What follows belongs to an exercise in optimizing a design on an open flow for small area, a short achievable clock period and few clock cycles; a production flow would make more cautious choices. In this exercise RTL edits were held to simulation tests only and were not proved equivalent to the original. No activity file was given, so power comes from the tool's default toggle rates.

### flow/run.sh
#!/bin/bash
# synth_recipe.tcl (not shown) runs the flow's synth.tcl, then flattens the netlist and writes it again
# the make line also repeats each setting of config.mk as NAME=value (left out here)
make -C /OpenROAD-flow-scripts/flow DESIGN_CONFIG=/design/flow/config.mk WORK_HOME=/design/flow/orfs CLKGATE_MAP_FILE= SYNTH_SCRIPT=/design/flow/synth_recipe.tcl finish
### flow/config.mk
export PLATFORM = sky130hd
export DESIGN_NAME = pif_interp
export DESIGN_NICKNAME = pif_interp
export VERILOG_FILES = /design/flow/design.v
export SDC_FILE = /design/flow/constraint.sdc
export NUM_CORES = 4
export LEC_CHECK = 0
export CAP_MARGIN = 20
export CORE_MARGIN = 2
export CORE_UTILIZATION = 40
export SETUP_SLACK_MARGIN = 5
export SLEW_MARGIN = 20
### flow/constraint.sdc
create_clock -name core_clock -period 22.0 [get_ports {clk}]
set_input_delay 4.4000 -clock core_clock [delete_from_list [all_inputs] [get_ports {clk}]]
set_output_delay 4.4000 -clock core_clock [all_outputs]
set_load 0.01 [all_outputs]
### flow/design.v
module pif_fadd (
    input  wire [31:0] a,
    input  wire [31:0] b,
    input  wire        sub,
    output reg  [31:0] y
);
    wire        sa = a[31];
    wire        sb = b[31] ^ sub;
    wire [7:0]  ea = a[30:23];
    wire [7:0]  eb = b[30:23];
    wire [22:0] fa = a[22:0];
    wire [22:0] fb = b[22:0];
    wire a_nan = (ea == 8'hFF) && (fa != 0);
    wire b_nan = (eb == 8'hFF) && (fb != 0);
    wire a_inf = (ea == 8'hFF) && (fa == 0);
    wire b_inf = (eb == 8'hFF) && (fb == 0);
    wire        swap    = (b[30:0] > a[30:0]);
    wire        s_big   = swap ? sb : sa;
    wire [30:0] bgg     = swap ? b[30:0] : a[30:0];
    wire [30:0] sml   = swap ? a[30:0] : b[30:0];
    wire        big_n   = (bgg[30:23] != 0);
    wire        small_n = (sml[30:23] != 0);
    wire [7:0]  e_big   = {bgg[30:24], bgg[23] | !big_n};
    wire [7:0]  e_small = {sml[30:24], sml[23] | !small_n};
    wire [23:0] m_big   = {big_n, bgg[22:0]};
    wire [23:0] m_small = {small_n, sml[22:0]};
    wire [7:0] diff = e_big - e_small;
    reg [26:0] al;
    integer k;
    always @(*) begin
        al = {m_small, 3'b000};
        if (diff[4]) al = {16'd0, al[26:17], |al[16:0]};
        if (diff[3]) al = {8'd0,  al[26:9],  |al[8:0]};
        if (diff[2]) al = {4'd0,  al[26:5],  |al[4:0]};
        if (diff[1]) al = {2'd0,  al[26:3],  |al[2:0]};
        if (diff[0]) al = {1'd0,  al[26:2],  |al[1:0]};
        if (diff[7:5] != 0) al = {26'd0, |m_small};
    end
    wire        eff_sub = sa ^ sb;
    wire [27:0] sum = eff_sub ? ({1'b0, m_big, 3'b000} - {1'b0, al})
                              : ({1'b0, m_big, 3'b000} + {1'b0, al});
    reg [4:0] lz;
    integer i;
    always @(*) begin
        lz = 5'd27;
        for (i = 0; i < 27; i = i + 1)
            if (sum[i]) lz = 26 - i;
    end
    wire [7:0]  ebm1 = e_big - 8'd1;
    wire        lim  = ({3'd0, lz} > ebm1);
    wire [4:0]  shl  = lim ? ebm1[4:0] : lz;
    reg [26:0] norm;
    reg [8:0]  e_res;
    always @(*) begin
        if (sum[27]) begin
            norm  = {sum[27:2], sum[1] | sum[0]};
            e_res = {1'b0, e_big} + 9'd1;
        end else begin
            norm  = sum[26:0] << shl;
            e_res = norm[26] ? ({1'b0, e_big} - {4'd0, shl}) : 9'd0;
        end
    end
    wire        rnd = norm[2] & (norm[1] | norm[0] | norm[3]);
    wire [30:0] mag = {e_res[7:0], norm[25:3]} + {30'd0, rnd};
    always @(*) begin
        if (a_nan || b_nan || (a_inf && b_inf && eff_sub))
            y = 32'h7FC00000;
        else if (a_inf)
            y = {sa, 8'hFF, 23'd0};
        else if (b_inf)
            y = {sb, 8'hFF, 23'd0};
        else if (sum == 0)
            y = {sa & sb, 31'd0};
        else if (e_res[8] || e_res[7:0] == 8'hFF)
            y = {s_big, 8'hFF, 23'd0};
        else
            y = {s_big, mag};
    end
endmodule
module pif_fmul (
    input  wire [31:0] a,
    input  wire [31:0] b,
    output reg  [31:0] y
);
    wire        s  = a[31] ^ b[31];
    wire [7:0]  ea = a[30:23];
    wire [7:0]  eb = b[30:23];
    wire [22:0] fa = a[22:0];
    wire [22:0] fb = b[22:0];
    wire a_nan  = (ea == 8'hFF) && (fa != 0);
    wire b_nan  = (eb == 8'hFF) && (fb != 0);
    wire a_inf  = (ea == 8'hFF) && (fa == 0);
    wire b_inf  = (eb == 8'hFF) && (fb == 0);
    wire a_zero = (a[30:0] == 0);
    wire b_zero = (b[30:0] == 0);
    wire [23:0] ma = {ea != 0, fa};
    wire [23:0] mb = {eb != 0, fb};
    wire [47:0] p = ma * mb;
    wire signed [10:0] e0 = $signed({3'b000, ea[7:1], ea[0] | (ea == 0)})
                          + $signed({3'b000, eb[7:1], eb[0] | (eb == 0)}) - 11'sd126;
    wire signed [10:0] em1 = e0 - 11'sd1;
    reg [4:0] lz;
    integer i;
    always @(*) begin
        lz = 5'd25;
        for (i = 23; i < 48; i = i + 1)
            if (p[i]) lz = 47 - i;
    end
    wire        under = em1[10];                        
    wire        lim   = !under && ($signed({6'd0, lz}) > em1);  
    wire [4:0]  sl    = under ? 5'd0 : (lim ? em1[4:0] : lz);
    wire [47:0] pn = p << sl;
    wire [24:0] w0 = pn[47:23];
    wire        s0 = |pn[22:0];
    wire [10:0] rr = 11'd0 - em1;        
    reg  [24:0] w;
    reg         st;
    always @(*) begin
        if (!under) begin
            w  = w0;
            st = s0;
        end else if (rr > 11'd25) begin
            w  = 25'd0;
            st = s0 | (|w0);
        end else begin
            w  = w0 >> rr[4:0];
            st = s0 | (|(w0 & ~(25'h1FFFFFF << rr[4:0])));
        end
    end
    wire [10:0] e_n     = e0 - {6'd0, lz};
    wire        is_norm = w[24];
    wire [7:0]  e_field = is_norm ? e_n[7:0] : 8'd0;
    wire        ovf     = is_norm && !e_n[10] && (e_n[9:0] >= 10'd255);
    wire        rnd     = w[0] & (st | w[1]);
    wire [30:0] mag     = {e_field, w[23:1]} + {30'd0, rnd};
    always @(*) begin
        if (a_nan || b_nan || (a_inf && b_zero) || (b_inf && a_zero))
            y = 32'h7FC00000;
        else if (a_inf || b_inf)
            y = {s, 8'hFF, 23'd0};
        else if (a_zero || b_zero)
            y = {s, 31'd0};
        else if (ovf)
            y = {s, 8'hFF, 23'd0};
        else
            y = {s, mag};
    end
endmodule
module pif_interp (
    input  wire        clk,
    input  wire        rst,
    input  wire        start,
    input  wire [1:0]  mode,        
    input  wire [31:0] pos,         
    input  wire [31:0] frac,        
    input  wire [31:0] dly_base,    
    input  wire [31:0] dly_len,     
    output wire        ready,
    output reg         done,
    output reg         fault,
    output reg  [1:0]  fault_cause,  
    output reg  [31:0] result,
    output wire        mem_en,
    output wire [14:0] mem_addr,
    input  wire [31:0] mem_rdata
);
    localparam integer K = 4;               
    localparam [1:0] R_IDLE = 2'd0,
                     R_READ = 2'd1,
                     R_WAIT = 2'd2,
                     R_HOLD = 2'd3;
    localparam [31:0] HALF = 32'h3F000000;
    reg        d_v;            
    reg        d_rdy;          
    reg        d_idx;          
    reg [1:0]  d_mode;
    reg [31:0] d_pos;
    reg [31:0] d_frac;
    reg [14:0] d_base;
    reg [15:0] d_len;
    reg        d_fault;
    reg [1:0]  d_cause;
    reg [15:0] d_ri;           
    reg [3:0]  d_cnt;
    reg [1:0]  r_state;
    reg [1:0]  r_mode;
    reg [31:0] r_frac;
    reg [14:0] r_base;
    reg [15:0] r_len;
    reg        r_fault;
    reg [1:0]  r_cause;
    reg [15:0] r_ri;           
    reg [1:0]  r_cnt;
    reg        cap_v;
    reg [1:0]  cap_slot;
    reg [31:0] tx0, tx1, tx2, tx3;    
    reg        b_busy;
    reg [1:0]  b_mode;
    reg [3:0]  b_step;
    reg [31:0] bt, bx0, rc, rw, r1, r2;
    wire herm_op = (r_mode == 2'd2);
    wire lin_op  = (r_mode == 2'd1);
    wire take    = !b_busy && ((r_state == R_HOLD) || (r_state == R_WAIT && !lin_op));
    wire r_free  = (r_state == R_IDLE) || take;
    wire xfer    = d_v && d_rdy && r_free;
    assign ready = !d_v || xfer;
    wire [16:0] in_end   = {2'b00, dly_base[14:0]} + {1'b0, dly_len[15:0]};
    wire        in_bad   = (|dly_base[31:15]) || (|dly_len[31:16]) || (dly_len[15:0] == 16'd0) ||
                           (in_end > 17'd32768);
    wire        in_herm  = (mode == 2'd2);
    wire        in_hi0   = (pos[31:16] == 16'd0);
    wire        in_lt1   = in_hi0 && (pos[15:0] < dly_len[15:0]);
    wire        in_lt2   = (pos[31:17] == 15'd0) && (pos[16:0] < {dly_len[15:0], 1'b0});
    wire [15:0] in_lenm1 = dly_len[15:0] - 16'd1;
    wire [15:0] in_pml   = pos[15:0] - dly_len[15:0];
    wire [15:0] idx_lt1  = !in_herm ? pos[15:0] :
                           (pos[15:0] == 16'd0) ? in_lenm1 : (pos[15:0] - 16'd1);
    wire [15:0] idx_lt2  = !in_herm ? in_pml :
                           (pos[15:0] == dly_len[15:0]) ? in_lenm1 : (in_pml - 16'd1);
    reg [15:0] dr;
    reg [16:0] ds;
    integer    j;
    always @(*) begin
        dr = d_ri;
        for (j = 0; j < K; j = j + 1) begin
            ds = {dr, d_pos[31 - j]};
            if (ds >= {1'b0, d_len}) ds = ds - {1'b0, d_len};
            dr = ds[15:0];
        end
    end
    wire [15:0] d_lenm1 = d_len - 16'd1;
    wire [15:0] idx_rem = (d_mode != 2'd2) ? d_ri : (d_ri == 16'd0) ? d_lenm1 : (d_ri - 16'd1);
    always @(posedge clk) begin
        if (rst) begin
            d_v <= 1'b0;
        end else begin
            if (d_v && !d_rdy) begin
                if (d_idx) begin
                    d_ri  <= idx_rem;
                    d_rdy <= 1'b1;
                end else begin
                    d_ri  <= dr;
                    d_pos <= d_pos << K;
                    d_cnt <= d_cnt - 4'd1;
                    if (d_cnt == 4'd0)
                        d_idx <= 1'b1;
                end
            end
            if (ready) begin
                d_v <= start;
                if (start) begin
                    d_mode  <= mode;
                    d_frac  <= frac;
                    d_base  <= dly_base[14:0];
                    d_len   <= dly_len[15:0];
                    d_fault <= (mode == 2'd3) || in_bad;
                    d_cause <= (mode == 2'd3) ? 2'd1 : 2'd2;
                    d_idx   <= 1'b0;
                    d_rdy   <= 1'b1;
                    if (mode == 2'd3 || in_bad) begin
                        d_ri <= 16'd0;
                    end else if (in_lt1) begin
                        d_ri <= idx_lt1;
                    end else if (in_lt2) begin
                        d_ri <= idx_lt2;
                    end else begin
                        d_ri  <= 16'd0;
                        d_rdy <= 1'b0;
                        if (in_hi0) begin
                            d_pos <= {pos[15:0], 16'd0};
                            d_cnt <= 16 / K - 1;
                        end else begin
                            d_pos <= pos;
                            d_cnt <= 32 / K - 1;
                        end
                    end
                end
            end
        end
    end
    wire [15:0] ri_inc  = r_ri + 16'd1;
    wire [15:0] idx_nxt = (ri_inc == r_len) ? 16'd0 : ri_inc;
    wire [1:0]  last_rd = herm_op ? 2'd3 : lin_op ? 2'd1 : 2'd0;
    assign mem_en   = (r_state == R_READ);
    assign mem_addr = r_base + r_ri[14:0];
    always @(posedge clk) begin
        if (rst) begin
            r_state <= R_IDLE;
            cap_v   <= 1'b0;
        end else begin
            cap_v <= 1'b0;
            case (r_state)
                R_READ: begin
                    r_ri     <= idx_nxt;
                    r_cnt    <= r_cnt + 2'd1;
                    cap_v    <= 1'b1;
                    cap_slot <= herm_op ? r_cnt : r_cnt + 2'd1;
                    if (r_cnt == last_rd)
                        r_state <= R_WAIT;
                end
                R_WAIT: r_state <= R_HOLD;
                default: ;
            endcase
            if (r_free) begin
                r_state <= R_IDLE;
                if (xfer) begin
                    r_mode  <= d_mode;
                    r_frac  <= d_frac;
                    r_base  <= d_base;
                    r_len   <= d_len;
                    r_ri    <= d_ri;
                    r_fault <= d_fault;
                    r_cause <= d_cause;
                    r_cnt   <= 2'd0;
                    r_state <= d_fault ? R_HOLD : R_READ;
                end
            end
        end
        if (cap_v) begin
            case (cap_slot)
                2'd0: tx0 <= mem_rdata;
                2'd1: tx1 <= mem_rdata;
                2'd2: tx2 <= mem_rdata;
                default: tx3 <= mem_rdata;
            endcase
        end
    end
    reg  [31:0] add_a, add_b, mul_a, mul_b;
    reg         add_sub;
    wire [31:0] add_y, mul_y;
    pif_fadd u_fadd (.a(add_a), .b(add_b), .sub(add_sub), .y(add_y));
    pif_fmul u_fmul (.a(mul_a), .b(mul_b), .y(mul_y));
    wire b_herm = (b_mode == 2'd2);
    always @(*) begin
        add_a = r1; add_b = bx0; add_sub = 1'b0;
        mul_a = r2; mul_b = HALF;
        if (!b_busy) begin
            add_a = herm_op ? tx1 : tx2; add_b = herm_op ? tx2 : tx1; add_sub = 1'b1;
        end else if (b_herm) begin
            case (b_step)
                4'd1:  begin add_a = tx2; add_b = tx0; add_sub = 1'b1; end
                4'd2:  begin add_a = tx3; add_sub = 1'b1; end
                4'd3:  add_b = rc;
                4'd4:  add_b = rw;
                4'd5:  add_b = r2;
                4'd6:  begin add_b = rw; mul_a = r1; mul_b = bt; end
                4'd7:  begin add_b = rw; add_sub = 1'b1; end
                4'd8:  begin mul_a = r1; mul_b = bt; end
                4'd9:  add_b = rc;
                4'd10: begin mul_a = r1; mul_b = bt; end
                default: ;
            endcase
        end else begin
            mul_a = r1; mul_b = bt;
        end
    end
    always @(posedge clk) begin
        if (rst) begin
            b_busy <= 1'b0;
            done   <= 1'b0;
        end else begin
            done <= 1'b0;
            if (!b_busy) begin
                if (take) begin
                    b_mode <= r_mode;
                    bt     <= r_frac;
                    bx0    <= tx1;
                    r1     <= add_y;
                    b_step <= 4'd1;
                    if (r_fault || r_mode == 2'd0) begin
                        done        <= 1'b1;
                        fault       <= r_fault;
                        fault_cause <= r_cause;
                        result      <= (r_state == R_WAIT) ? mem_rdata : tx1;
                    end else begin
                        b_busy <= 1'b1;
                    end
                end
            end else begin
                b_step <= b_step + 4'd1;
                if (!b_herm) begin
                    if (b_step == 4'd1) begin
                        r1 <= mul_y;
                    end else begin
                        result <= add_y;
                        fault  <= 1'b0;
                        done   <= 1'b1;
                        b_busy <= 1'b0;
                    end
                end else begin
                    case (b_step)
                        4'd1:  r2 <= add_y;                           
                        4'd2:  begin r2 <= add_y; rc <= mul_y; end    
                        4'd3:  begin rw <= add_y; r2 <= mul_y; end    
                        4'd4:  r1 <= add_y;                           
                        4'd5:  r1 <= add_y;                           
                        4'd6:  begin rw <= add_y; r1 <= mul_y; end    
                        4'd7:  r1 <= add_y;                           
                        4'd8:  r1 <= mul_y;
                        4'd9:  r1 <= add_y;                           
                        4'd10: r1 <= mul_y;
                        default: begin                                
                            result <= add_y;
                            fault  <= 1'b0;
                            done   <= 1'b1;
                            b_busy <= 1'b0;
                        end
                    endcase
                end
            end
        end
    end
endmodule
==> results.txt <==
[placed cells by master, fill, tap and decap left out, types with 83 or more instances in the layout]
cell and n:
a211oi_1 129, a21o_1 108, a21oi_1 451, a22oi_1 83, and2_1 184, and3_1 168, buf_4 378, clkdlybuf4s50_1 217
edfxtp_1 571, fa_1 489, ha_1 406, inv_1 804, mux2i_1 226, nand2_1 905, nand2b_1 83, nand3_1 215
nand4_1 97, nor2_1 569, nor2b_1 91, nor3_1 121, o211ai_1 131, o21ai_0 361, o22ai_1 88, xnor2_1 170
[final cells by class]
| class | count | share of cell area, % |
|---|---|---|
| Multi-Input combinational cell | 6561 | 62.4 |
| Sequential cell | 577 | 20.5 |
| Timing Repair Buffer | 656 | 7.05 |
| Inverter | 822 | 3.68 |
| Tap cell | 2355 | 3.49 |
| Clock buffer | 79 | 2.14 |
| Clock inverter | 47 | 0.752 |
| Antenna cell | 15 | 0.0445 |
[synth_stat cells, types with 34 or more instances]
cell,instances
nor3_1,131
nand2b_1,86
o21ai_0,424
and2_1,187
a22oi_1,86
xnor2_1,178
nor2b_1,95
nor4_1,93
nand3_1,223
inv_1,810
ha_1,435
xor2_1,83
mux2i_1,250
o221ai_1,35
a221oi_1,39
or2_2,35
o21bai_1,34
o211ai_1,131
a21oi_1,491
nand4_1,97
a31oi_1,56
edfxtp_1,571
fa_1,493
and3_1,190
buf_1,45
clkbuf_1,412
o22ai_1,96
mux2_2,54
or3_1,48
o31ai_1,67
a21o_1,112
a211oi_1,145
nand2_1,926
nor2_1,606
o21a_1,55
[cells by family after synthesis]
logic type,after synthesis,share of synthesized area (%)
DFF,577,24.0
and+or+nand+nor,2850,19.3
muxes,317,4.66
adders and majority gates,928,21.3
xor gates and xnor gates,264,3.24
AOI/OAI and AO/OA,2194,20.7
buffers and inverters,1314,6.94
[power by group through the flow]
stage / registers, uW / logic [uW] / clock network (uW)
2_1_floorplan: 1390 / 2170 / 0
3_3_place_gp: 1420 / 3410 / 0
3_5_place_dp: 1420 / 3410 / 0
4_1_cts: 1400 / 3580 / 1280
5_1_grt: 1410 / 4070 / 1320
6_report: 1400 / 3850 / 1270
[layer usage]
metal	vias to the layer above	global-route usage (%)	part of all wire, %
met5	-	0	0.015
met1	35079	43.9	40
met3	777	6.29	9.7
met2	3994	51.9	45
li1	30889	-	-
met4	6	15.1	5.3
[worst min-delay path by stage]
stage                              start                    to  slack [ns]  cells after the start
finish              d_base[11]$_DFFE_PP_  r_base[11]$_DFFE_PP_        0.40                      0
detailed placement   r_frac[3]$_DFFE_PP_       bt[3]$_DFFE_PP_        0.40                      0
CTS                 d_base[11]$_DFFE_PP_  r_base[11]$_DFFE_PP_        0.39                      0
global placement     d_frac[9]$_DFFE_PP_   r_frac[9]$_DFFE_PP_        0.40                      0
floorplan            r_frac[0]$_DFFE_PP_       bt[0]$_DFFE_PP_        0.40                      0
global route        d_base[11]$_DFFE_PP_  r_base[11]$_DFFE_PP_        0.40                      0
[registers in the layout, summed over array words and instances, names as in the netlist, 15 cells and up]
register	count
tx0	32
r2	32
r_ri	16
d_base	15
rw	32
d_frac	32
r_len	16
d_pos	32
rc	32
tx3	32
tx2	32
d_len	16
d_ri	16
bt	32
r_frac	32
r1	32
r_base	15
bx0	32
result	32
tx1	32
[per-stage QoR]
| step | utilization [%] | setup WS (ns) | std cells | hold slack [ns] | power [uW] |
|---|---|---|---|---|---|
| 3_3_place_gp | 43.2 | 0.530 | 10754 | 0.400 | 4830 |
| 3_5_place_dp | 43.2 | 0.327 | 10754 | 0.405 | 4840 |
| 6_report | 47.2 | 5.42 | 11112 | 0.405 | 6520 |
| 5_1_grt | 47.2 | 4.84 | 11109 | 0.397 | 6800 |
| 2_1_floorplan | - | 5.01 | 8444 | 0.400 | 3560 |
| 4_1_cts | 45.7 | 5.00 | 10963 | 0.395 | 6260 |
[repair_timing]
action	4_1_cts	5_1_grt
pin swaps	48	108
setup endpoints to repair	175	169
buffers inserted	75	128
gates resized for setup	307	344
gates cloned	8	6
endpoints found under the hold margin	0	0
==> results.toml <==
[power]
ir_drop_mv = 0.0641
power_density_nw_per_um2 = 77.2
combPwrFrac_pct = 59.0
netSwitchingPower_uw = 3070
swShare_pct = 47.2
sequentialPowerShare_pct = 21.5
cellLeakagePower_uw = 0.0338
internal-power_uw = 3440
p_clk_share_pct = 19.5

[timing]
slew_violations = 0
worst_slew_pin_slew_ns = 1.10
clock_skew_ns = 0.0420
tns_ns = 0
period_share_pct = 75.4
fmax_mhz = 60.3
finalHoldViolations = 0
maxSlewHeadroom_pct = 26.9
period_needed_ns = 16.58
rsz0062_at_grt = "no"
final-setup-viol-count = 0

[place]
dp_hpwl_um = 238000
placed_area_sq_um = 77300
gp_congestion = 1.02
portBuffers = 217

[route]
dr.pass1.iters = 9
wl_per_cell_um = 28.4
antenna_left = 0
route.vias.total = 70745
wl_um = 315000
drtIter0Drc = 8669
drc = 0
vias_per_cell = 6.37

[setup_path]
rr_worst_depth = 62
path_max_fanout = 21
rrSetupSlack_ns = 5.42
cp-start-kind = "flop"
crit_top_cell = "fa_1"
regToRegStartpoint = "b_step[0]$_SDFFCE_PN1P_"
startpoint = "b_step[0]$_SDFFCE_PN1P_"
critPathRequiredTime_ns = 22.45
cp_slowest_stage_delay_ns = 0.67
cp_num_cells = 62
critical_path_arrival_ns = 17.03
path_buf_inv = 11
path_delay_family = "adder cells"
worstSetupEndpointType = "flop"
r2r-end = "r1[26]$_DFFE_PP_"
crit_slowest_cell = "or4b_2"
crit_type = "reg -> reg"
crit_path_end = "r1[26]$_DFFE_PP_"

[logic_synthesis]
synth-edff-count = 571
synth-main-ff-cell = "edfxtp_1"
synth_area_leader_cell = "edfxtp_1"
synthDominantCellAreaShare_pct = 23.8
synthesis.area_sq_um = 72100
yosysSeqAreaShare_pct = 24.0
syn_area_per_cell_sq_um = 8.53
synthTopCellsByArea = "edfxtp_1 (24%), fa_1 (14%), ha_1 (7.6%)"
synth_nets = 9537
synthArstFlopShare_pct = 0
yosysUniqueCellTypes = 126
ys_ff_latch = 577
synthCells = 8444
yosysWarnings = 3

[global_routing]
grt_usage_pct = 33.0
first_global_vias = 68523
grt_pass1_wl_um = 459000
grt_max_degree = 73
antenna_found_initial = 25
overflow = 0

[status]
outcome = "finished clean"

[finish]
multiInputGateArea_sq_um = 52600
final_nets = 9780
syn2layout_area_growth_pct = 17.1
regArea_sq_um = 17300
nFillCells = 17338
final_area_sq_um = 84400
drive_gt1_share_pct = 13.3

[clock_tree]
clk_pin_slew_ns = 0.06
clk_latency_ns = 0.71
cts_tree = "built"
hold_buffers = 0
cts_sinks = 577
clockBufferDepth = 3
htreeDepth = 3
cts_made_buffers = 69
root_buffer = "clkbuf_16"

[floorplanning]
rows = 155
die_x_um = 428
start_util_pct = 40.3
core_area_sq_um = 179000
dieArea_sq_um = 184000
boundaryPins = 218
die_y_um = 428

[hold_path]
holdCritPathClass = "reg -> reg"

[run]
max-cap-violations = 0
Testbench counts, summed over its fixed seeds: cycles 58,081.

==> re-timing with driven ports <==
The results above use ideal ports. As a check the final layout listed here was re-extracted and re-timed, cells and wires unchanged. Step 1 (the two cells are an assumption about what drives the block):
set clk [get_ports {clk}]
set_driving_cell -lib_cell sky130_fd_sc_hd__clkbuf_16 $clk
set_driving_cell -lib_cell sky130_fd_sc_hd__buf_2 [delete_from_list [all_inputs] $clk]
Step 2 moves the port delays by t, midway between the first and last clock arrival at a register: inputs arrive t later, outputs are due t later. That takes back most of the time a late clock gives input paths. Slacks: ideal ports / drivers / drivers and shift; pairs: ideal ports / drivers.
t (ns): 0.771
slack for setup (ns): 5.420 / 5.420 / 5.420
worst setup path at the end: register to register
clock arrival spread, ns: 0.046 / 0.046
After both steps setup and hold are still met in this run. For this run, drivers alone change the setup slack by 0.000 ns; drivers and shift together by 0.000 ns.
